What follows belongs to an exercise in optimizing a design on an open flow for small area, a short achievable clock period and few clock cycles; a production flow would make more cautious choices.
Only simulation tests tie the RTL to the original design; equivalence was not proved.
Power figures rest on the tool's default switching activity, not on a simulated workload.

==> try-zinc <==
==> flow/design.v (excerpt) <==
module sumhash512 (
    input  wire         clk,
    input  wire         rst,
    input  wire         cmd_valid,
    output wire         cmd_ready,
    input  wire [2:0]   cmd_op,
    input  wire         cmd_salted,
    input  wire [3:0]   cmd_cnt,
    input  wire [63:0]  cmd_data,
    output reg  [9:0]   mat_addr,
    input  wire [511:0] mat_col,
    output reg          dig_valid,
    output wire [511:0] dig
);
clock: 7.0 ns
lec_check: 0
cap_margin: 20
cell_pad_in_sites_detail_placement: 1
cell_pad_in_sites_global_placement: 2
core_margin: 2
core_utilization: 45
cts_cluster_diameter: 60
cts_cluster_size: 30
place_density: 0.6
setup_slack_margin: 4.15
slew_margin: 20
standard.sh (not shown) runs the stock make flow with config.mk's settings and CLKGATE_MAP_FILE= SYNTH_SCRIPT=/design/flow/synth_recipe.tcl, a recipe that flattens the netlist after the stock synthesis.
==> flow/flow/run.sh <==
#!/bin/bash
# The standard layout (standard.sh: unchanged synthesis and steps) with two
# differences:
#  * buffer_ports inserts sky130_fd_sc_hd__buf_1 cells on the ports instead of
#    its default choice, a delay buffer (clkdlybuf4s50_1). Every input and
#    output port still gets its own buffer; timing repair resizes them.
#  * clock tree synthesis runs without dummy loads (TritonCTS's default adds
#    them to balance the tree), with the same sink clustering as config.mk.
# The flow's full output goes to standard_flow.log in the folder this runs in;
# ORFS keeps each step's own log under orfs/logs/.
set -uo pipefail
export BUFFER_PORTS_ARGS="-buffer_cell sky130_fd_sc_hd__buf_1"
export CTS_ARGS="-sink_clustering_enable -repair_clock_nets -sink_clustering_size 30 -sink_clustering_max_diameter 60 -dont_use_dummy_load"
bash standard.sh > standard_flow.log 2>&1
status=$?
tail -n 40 standard_flow.log
exit $status
==> try-juniper (differences from try-zinc) <==
--- a/flow/design.v
+++ b/flow/design.v
@@ -60,55 +60,59 @@
     reg         ready_r;
     reg         hv;
     reg         hs, hw, hir, hini, hf;  
     reg         hsal;
     reg [3:0]   hcnt;
     reg [63:0]  hdat;
     reg [2:0]   rotc;               
     reg         wb;                 
-    reg [6:0]   wlo, whi;           
+    reg         qv;
+    reg [2:0]   qop;
+    reg         qsal;
+    reg [3:0]   qcnt;
+    reg [63:0]  qdat;
+    reg [63:0]  wen;
     reg         wblk, wstg, saltld;
+    reg [63:0]  wdat;
     reg [511:0] chain;
     reg         czero;              
     reg [511:0] blk;                
     reg [5:0]   clen;
     reg [51:0]  tblk;               
-    reg         tinc;               
     reg         salted;
     reg [511:0] salt;
     reg [511:0] stage;
     reg [6:0]   scnt;
     reg         fin_busy;           
     reg         rq;
     reg [1:0]   rq_kind;
     reg [1:0]   jk;
     reg [6:0]   j_nb;
     reg         j_mk, j_len, j_two, j_skipc;
     reg [9:0]   j_bdend;
     reg [1:0]   ph;
     reg [9:0]   jn;
     reg [63:0]  joh;                
     reg         jfirst;
     reg [57:0]  tsh;                
-    reg         tnz, tmore;         
     reg [511:0] tmp;                
     reg         tprev;              
     reg         j_cfirst;           
     reg         v1, f1;
     reg [7:0]   b8, s8, c8;
     reg [7:0]   goh1;               
     reg         tb1, fin2_1, isc1, dv1, mk1, lb1;
     reg         add_r, clr_r;
     reg [TD:1]  tk;
     reg [1:0]   tkind [1:TD];
     reg [TD:1]  ttwo;
     reg         chain_ld, tmp_ld;
     wire [511:0] accv;
-    assign dig = tmp;
+    assign dig = accv;
     assign cmd_ready = ready_r;
     wire       h_sload  = hs;
     wire       h_write  = hw;
     wire [2:0] off      = h_sload ? scnt[2:0] : clen[2:0];
     wire       aligned  = wb || (hcnt == 4'd0) || (rotc == off);
     wire       busy     = rq || (ph != P_IDLE) || (|tk) || fin_busy;
     wire       lock     = rq || ((ph == P_BD) && (jk == K_MSG || jk == K_FIN1));
     wire       can_ex = (hs && aligned) || (hw && aligned && !lock && !fin_busy)
@@ -118,44 +122,44 @@
     wire [6:0] sl    = scnt + {3'd0, hcnt};
     wire       wrap  = h_write && !wb && nl[6] && (nl != 7'd64);
     wire       h_done = ex && !wrap;
     wire       rotate = hv && !aligned && (h_sload || h_write);
     wire [6:0] lo = h_sload ? scnt : (wb ? 7'd0 : {1'b0, clen});
     wire [6:0] hi = h_sload ? sl   : (wb ? {1'b0, clen} : nl);
     reg  [63:0] ben;
     integer p;
-    always @* for (p = 0; p < 64; p = p + 1) ben[p] = (p >= wlo) && (p < whi);
+    always @* for (p = 0; p < 64; p = p + 1) ben[p] = (p >= lo) && (p < hi);
     wire tail_ok = ~|tk[F:1];
     wire start   = rq && (ph == P_IDLE) && tail_ok && !saltld;
     wire [6:0] s_nb   = (rq_kind == K_MSG) ? 7'd64 : (rq_kind == K_FIN1) ? {1'b0, clen} : 7'd0;
     wire       s_mk   = (rq_kind == K_FIN1);
     wire       s_len  = (rq_kind == K_FIN2) || ((rq_kind == K_FIN1) && clen < 6'd48);
     wire       s_two  = (rq_kind == K_FIN1) && clen >= 6'd48;
     wire       s_skipc= (rq_kind != K_FIN2) && czero;
     wire [9:0] s_bdn  = {s_nb, 3'd0} + {9'd0, s_mk};      
     wire [9:0] s_bdend= salted ? 10'd1023 : 10'd511 + s_bdn;
     wire       s_hasbd= salted || (s_bdn != 10'd0);
     wire       s_hasbl= !salted && s_len && ((tblk != 52'd0) || (clen != 6'd0));
     wire       s_cfirst = (rq_kind == K_FIN2);
     wire [1:0] s_ph   = s_cfirst ? P_C : s_hasbd ? P_BD : s_hasbl ? P_BL : P_C;
-    wire bl_more = tmore;
+    wire bl_more = |tsh[57:1];
     wire inlen   = (jn >= 10'd899) && (jn < 10'd957);
     wire ph_end  = (ph == P_BD) ? (jn == j_bdend)
                  : (ph == P_BL) ? !bl_more
                  : (ph == P_C)  ? (jn == 10'd511) : 1'b0;
     reg  [1:0] ph_nx_end;
     always @* begin
-        if (ph == P_BD && !salted && j_len && tnz)
+        if (ph == P_BD && !salted && j_len && (|tsh))
             ph_nx_end = P_BL;
         else if ((ph == P_BD || ph == P_BL) && !j_skipc && !j_cfirst)
             ph_nx_end = P_C;
         else if (ph == P_C && j_cfirst && salted)
             ph_nx_end = P_BD;
-        else if (ph == P_C && j_cfirst && j_len && tnz)
+        else if (ph == P_C && j_cfirst && j_len && (|tsh))
             ph_nx_end = P_BL;
         else
             ph_nx_end = P_IDLE;
     end
     wire last_issue = (ph != P_IDLE) && ph_end && (ph_nx_end == P_IDLE);
     wire [1:0] ph_nx = start ? s_ph : (ph != P_IDLE && ph_end) ? ph_nx_end : ph;
     wire [8:0] jp = jn[8:0];
     reg  [7:0] b8_n, s8_n, c8_n;
@@ -180,82 +184,81 @@
         .clr     (clr_r),
         .mat_col (mat_col),
         .result  (accv)
     );
     wire        dn      = tk[TD];
     wire [1:0]  dn_kind = tkind[TD];
     wire        dn_two  = ttwo[TD];
     wire accept = cmd_valid && ready_r;
-    wire hv_nx  = (hv && !h_done) || accept;
+    wire hv_nx  = (hv && !h_done) || qv || accept;
+    wire qv_nx  = hv_nx && ((hv && !h_done && (qv || accept)) || (qv && accept));
     integer q;
     always @(posedge clk) begin
-        if (ready_r) begin
-            hs   <= (cmd_op == OP_SLOAD);
-            hw   <= (cmd_op == OP_WRITE);
-            hir  <= (cmd_op == OP_INIT) || (cmd_op == OP_RESET);
-            hini <= (cmd_op == OP_INIT);
-            hf   <= (cmd_op == OP_FINAL);
-            hsal <= cmd_salted;
-            hcnt <= cmd_cnt;
-            hdat <= cmd_data;
+        if (!hv || h_done) begin
+            hs  <= ((qv ? qop : cmd_op) == OP_SLOAD);
+            hw  <= ((qv ? qop : cmd_op) == OP_WRITE);
+            hir <= ((qv ? qop : cmd_op) == OP_INIT) || ((qv ? qop : cmd_op) == OP_RESET);
+            hini <= ((qv ? qop : cmd_op) == OP_INIT);
+            hf  <= ((qv ? qop : cmd_op) == OP_FINAL);
+            if (qv) begin
+                hsal <= qsal; hcnt <= qcnt; hdat <= qdat;
+            end else begin
+                hsal <= cmd_salted; hcnt <= cmd_cnt; hdat <= cmd_data;
+            end
             rotc <= 3'd0;
             wb   <= 1'b0;
         end else begin
             if (rotate) begin
                 hdat <= {hdat[55:0], hdat[63:56]};
                 rotc <= rotc + 3'd1;
             end
             if (ex && wrap)
                 wb <= 1'b1;
         end
-        wlo    <= lo;
-        whi    <= hi;
+        if (ready_r) begin
+            qop <= cmd_op; qsal <= cmd_salted; qcnt <= cmd_cnt; qdat <= cmd_data;
+        end
+        wen    <= ben;
+        wdat   <= hdat;
         wblk   <= ex && h_write;
         wstg   <= ex && h_sload;
         saltld <= ex && hini && hsal;
         for (q = 0; q < 64; q = q + 1) begin
-            if (wblk && ben[q]) blk[8*q +: 8]   <= hdat[8*(q%8) +: 8];
-            if (wstg && ben[q]) stage[8*q +: 8] <= hdat[8*(q%8) +: 8];
+            if (wblk && wen[q]) blk[8*q +: 8]   <= wdat[8*(q%8) +: 8];
+            if (wstg && wen[q]) stage[8*q +: 8] <= wdat[8*(q%8) +: 8];
         end
         if (saltld)
             salt <= stage;
         if (start) begin
             jk      <= rq_kind;
             j_nb    <= s_nb;
             j_mk    <= s_mk;
             j_len   <= s_len;
             j_two   <= s_two;
             j_skipc <= s_skipc;
             j_bdend <= s_bdend;
             j_cfirst<= s_cfirst;
             tsh     <= {tblk, clen};
-            tnz     <= |{tblk, clen};
-            tmore   <= |{tblk, clen[5:1]};
+            jn      <= s_cfirst ? 10'd0 : s_hasbd ? 10'd512 : s_hasbl ? 10'd899 : 10'd0;
+            joh     <= (!s_cfirst && !s_hasbd && s_hasbl) ? 64'd8 : 64'd1;
             jfirst  <= 1'b1;
         end else if (ph != P_IDLE) begin
             jfirst <= 1'b0;
-            if (inlen) begin
-                tsh   <= {1'b0, tsh[57:1]};
-                tnz   <= |tsh[57:1];
-                tmore <= |tsh[57:2];
+            if (inlen) tsh <= {1'b0, tsh[57:1]};
+            if (ph_end) begin
+                jn  <= (ph_nx_end == P_BL) ? 10'd899 : (ph_nx_end == P_BD) ? 10'd512 : 10'd0;
+                joh <= (ph_nx_end == P_BL) ? 64'd8 : 64'd1;
+            end else begin
+                jn  <= jn + 10'd1;
+                joh <= {joh[62:0], joh[63]};
             end
         end
-        if (start) begin
-            jn  <= s_cfirst ? 10'd0 : s_hasbd ? 10'd512 : s_hasbl ? 10'd899 : 10'd0;
-            joh <= (!s_cfirst && !s_hasbd && s_hasbl) ? 64'd8 : 64'd1;
-        end else if (ph != P_IDLE && ph_end) begin
-            jn  <= (ph_nx_end == P_BL) ? 10'd899 : (ph_nx_end == P_BD) ? 10'd512 : 10'd0;
-            joh <= (ph_nx_end == P_BL) ? 64'd8 : 64'd1;
-        end else begin
-            jn  <= jn + 10'd1;
-            joh <= {joh[62:0], joh[63]};
-        end
         chain_ld <= tk[TD-1] && (tkind[TD-1] == K_MSG || tkind[TD-1] == K_FOLD);
-        tmp_ld   <= tk[TD-1] && (tkind[TD-1] == K_FIN1 || tkind[TD-1] == K_FIN2);
+        tmp_ld   <= tk[TD-1] && (tkind[TD-1] == K_FIN1);
         if (chain_ld)
             chain <= accv;
         if (tmp_ld)
             tmp <= accv;
         else
             tmp <= {1'b0, tmp[511:1]};
         tprev <= tmp[0];
         mat_addr <= jn;
@@ -274,39 +277,40 @@
             tkind[q] <= tkind[q-1];
             ttwo[q]  <= ttwo[q-1];
         end
         tkind[1] <= jk;
         ttwo[1]  <= j_two;
         if (rst) begin
             ready_r   <= 1'b1;
             hv        <= 1'b0;
+            qv        <= 1'b0;
             wblk      <= 1'b0;
             wstg      <= 1'b0;
             saltld    <= 1'b0;
             clen      <= 6'd0;
             scnt      <= 7'd0;
             tblk      <= 52'd0;
-            tinc      <= 1'b0;
             salted    <= 1'b0;
             czero     <= 1'b1;
             fin_busy  <= 1'b0;
             rq        <= 1'b0;
             rq_kind   <= K_MSG;
             ph        <= P_IDLE;
             v1        <= 1'b0;
             add_r     <= 1'b0;
             clr_r     <= 1'b0;
             tk        <= {TD{1'b0}};
             chain_ld  <= 1'b0;
             tmp_ld    <= 1'b0;
             dig_valid <= 1'b0;
         end else begin
-            ready_r   <= !hv_nx;
+            ready_r   <= !qv_nx;
             hv        <= hv_nx;
+            qv        <= qv_nx;
             ph        <= ph_nx;
             v1        <= (ph != P_IDLE);
             tk        <= {tk[TD-1:1], last_issue};
             dig_valid <= dn && (dn_kind == K_FIN2 || (dn_kind == K_FIN1 && !dn_two));
             if (start) begin
                 rq <= 1'b0;
                 if (rq_kind == K_MSG || rq_kind == K_FOLD)
                     czero <= 1'b0;
@@ -315,19 +319,16 @@
                 fin_busy <= 1'b0;
             if (dn && dn_kind == K_FIN1) begin
                 if (dn_two) begin
                     rq      <= 1'b1;
                     rq_kind <= K_FIN2;
                 end else
                     fin_busy <= 1'b0;
             end
-            tinc <= ex && hw && !wb && nl[6];
-            if (tinc)
-                tblk <= tblk + 52'd1;
             if (ex && hs)
                 scnt <= sl;
             if (ex && hir) begin
                 clen  <= 6'd0;
                 czero <= 1'b1;
                 if (hini) begin
                     salted <= hsal;
                     scnt   <= 7'd0;
@@ -337,16 +338,17 @@
                     rq      <= 1'b1;
                     rq_kind <= K_FOLD;
                 end else
                     tblk <= 52'd0;
             end
             if (ex && hw && !wb) begin
                 clen <= nl[5:0];
                 if (nl[6]) begin
+                    tblk    <= tblk + 52'd1;
                     rq      <= 1'b1;
                     rq_kind <= K_MSG;
                 end
             end
             if (ex && hf) begin
                 rq       <= 1'b1;
                 rq_kind  <= K_FIN1;
                 fin_busy <= 1'b1;
==> flow/run.sh (new file) <==
#!/bin/bash
# synth_recipe.tcl (not shown) runs the flow's synth.tcl, then flattens the netlist and writes it again
# the make line also repeats each setting of config.mk as NAME=value (left out here)
make -C /OpenROAD-flow-scripts/flow DESIGN_CONFIG=/design/flow/config.mk WORK_HOME=/design/flow/orfs CLKGATE_MAP_FILE= SYNTH_SCRIPT=/design/flow/synth_recipe.tcl finish
CORE_UTILIZATION = 40   (was 45)
PLACE_DENSITY = 0.55   (was 0.6)
SETUP_SLACK_MARGIN = 4.1   (was 4.15)
removed: flow/flow/run.sh
removed: flow/standard.sh
==> qor summary <==
| metric | try-zinc | try-juniper |
|---|---|---|
| Outcome | failed layout checks | timing/DRC/antenna clean |
| Reasons for failing layout checks | antenna violations | - |
| Capturing element of the worst setup path | blk[62]$_DFFE_PP_ | s8[3]$_DFF_P_ |
| Simple-gate share of the synthesized area | 10.20% | 9.524% |
| Number of CTS-inserted buffers | 290 | 326 |
| Cell type of the slowest stage on the worst timing path | nor2_1 | edfxtp_1 |
| Area growth syn-to-layout | 15.77% | 25.58% |
| Clock net power | 14700 uW | 20000 uW |
| Worst path arrival time | 3580 ps | 3810 ps |
| Synthesized instance count | 10190 | 10460 |
| Sequential cell area fraction in the yosys report | 66.14% | 66.93% |
| Count of filler cells inserted in the layout | 30780 | 35780 |
| Wire length of the first global-routing pass | 842.3 mm | 885.8 mm |
| Pin slew with the least headroom to its limit | 1328 ps | 1310 ps |
| Critical path launch point | wlo[6]$_SDFF_PN0_ | joh[63]$_SDFFCE_PP0P_ |
| Switching part of the total power | 29.67% | 31.89% |
| Hold slack | 314.5 ps | 310.5 ps |
| Power of the combinational group | 7280 uW | 10300 uW |
| Final weighted congestion of routability-driven global placement | 0.9274 | 0.8926 |
| Post-synth EDFFs | 2204 | 2348 |
Testbench counts of try-zinc, summed over its fixed seeds: cycles 791,731.
Testbench counts of try-juniper, summed over its fixed seeds: cycles 790,340.

-- re-timing with driven ports --
In the flow no input, the clock included, has a driving cell. The finished layouts below were timed again as built, in two steps.
Step 1: set_driving_cell puts a clkbuf_16 on clk and a buf_2 on each other input, an assumption about the parent block.
Step 2, shift: input delay + t, output delay - t, t = (earliest + latest rising clock arrival at the registers) / 2. This alone moves slack from input paths to output paths.
Three values: ideal ports, drivers, drivers and shift; two values: the first two.
| run | t (ns) | setup WS [ns] | worst setup path after step 2 |
|---|---|---|---|
| try-zinc | 1.028 | 3.985 / 3.885 / 3.419 | input to register |
| try-juniper | 1.077 | 3.973 / 3.855 / 3.161 | input to register |
The setup slack of try-juniper, which loses most, moves by -0.118 ns with the drivers and by -0.812 ns with both steps.
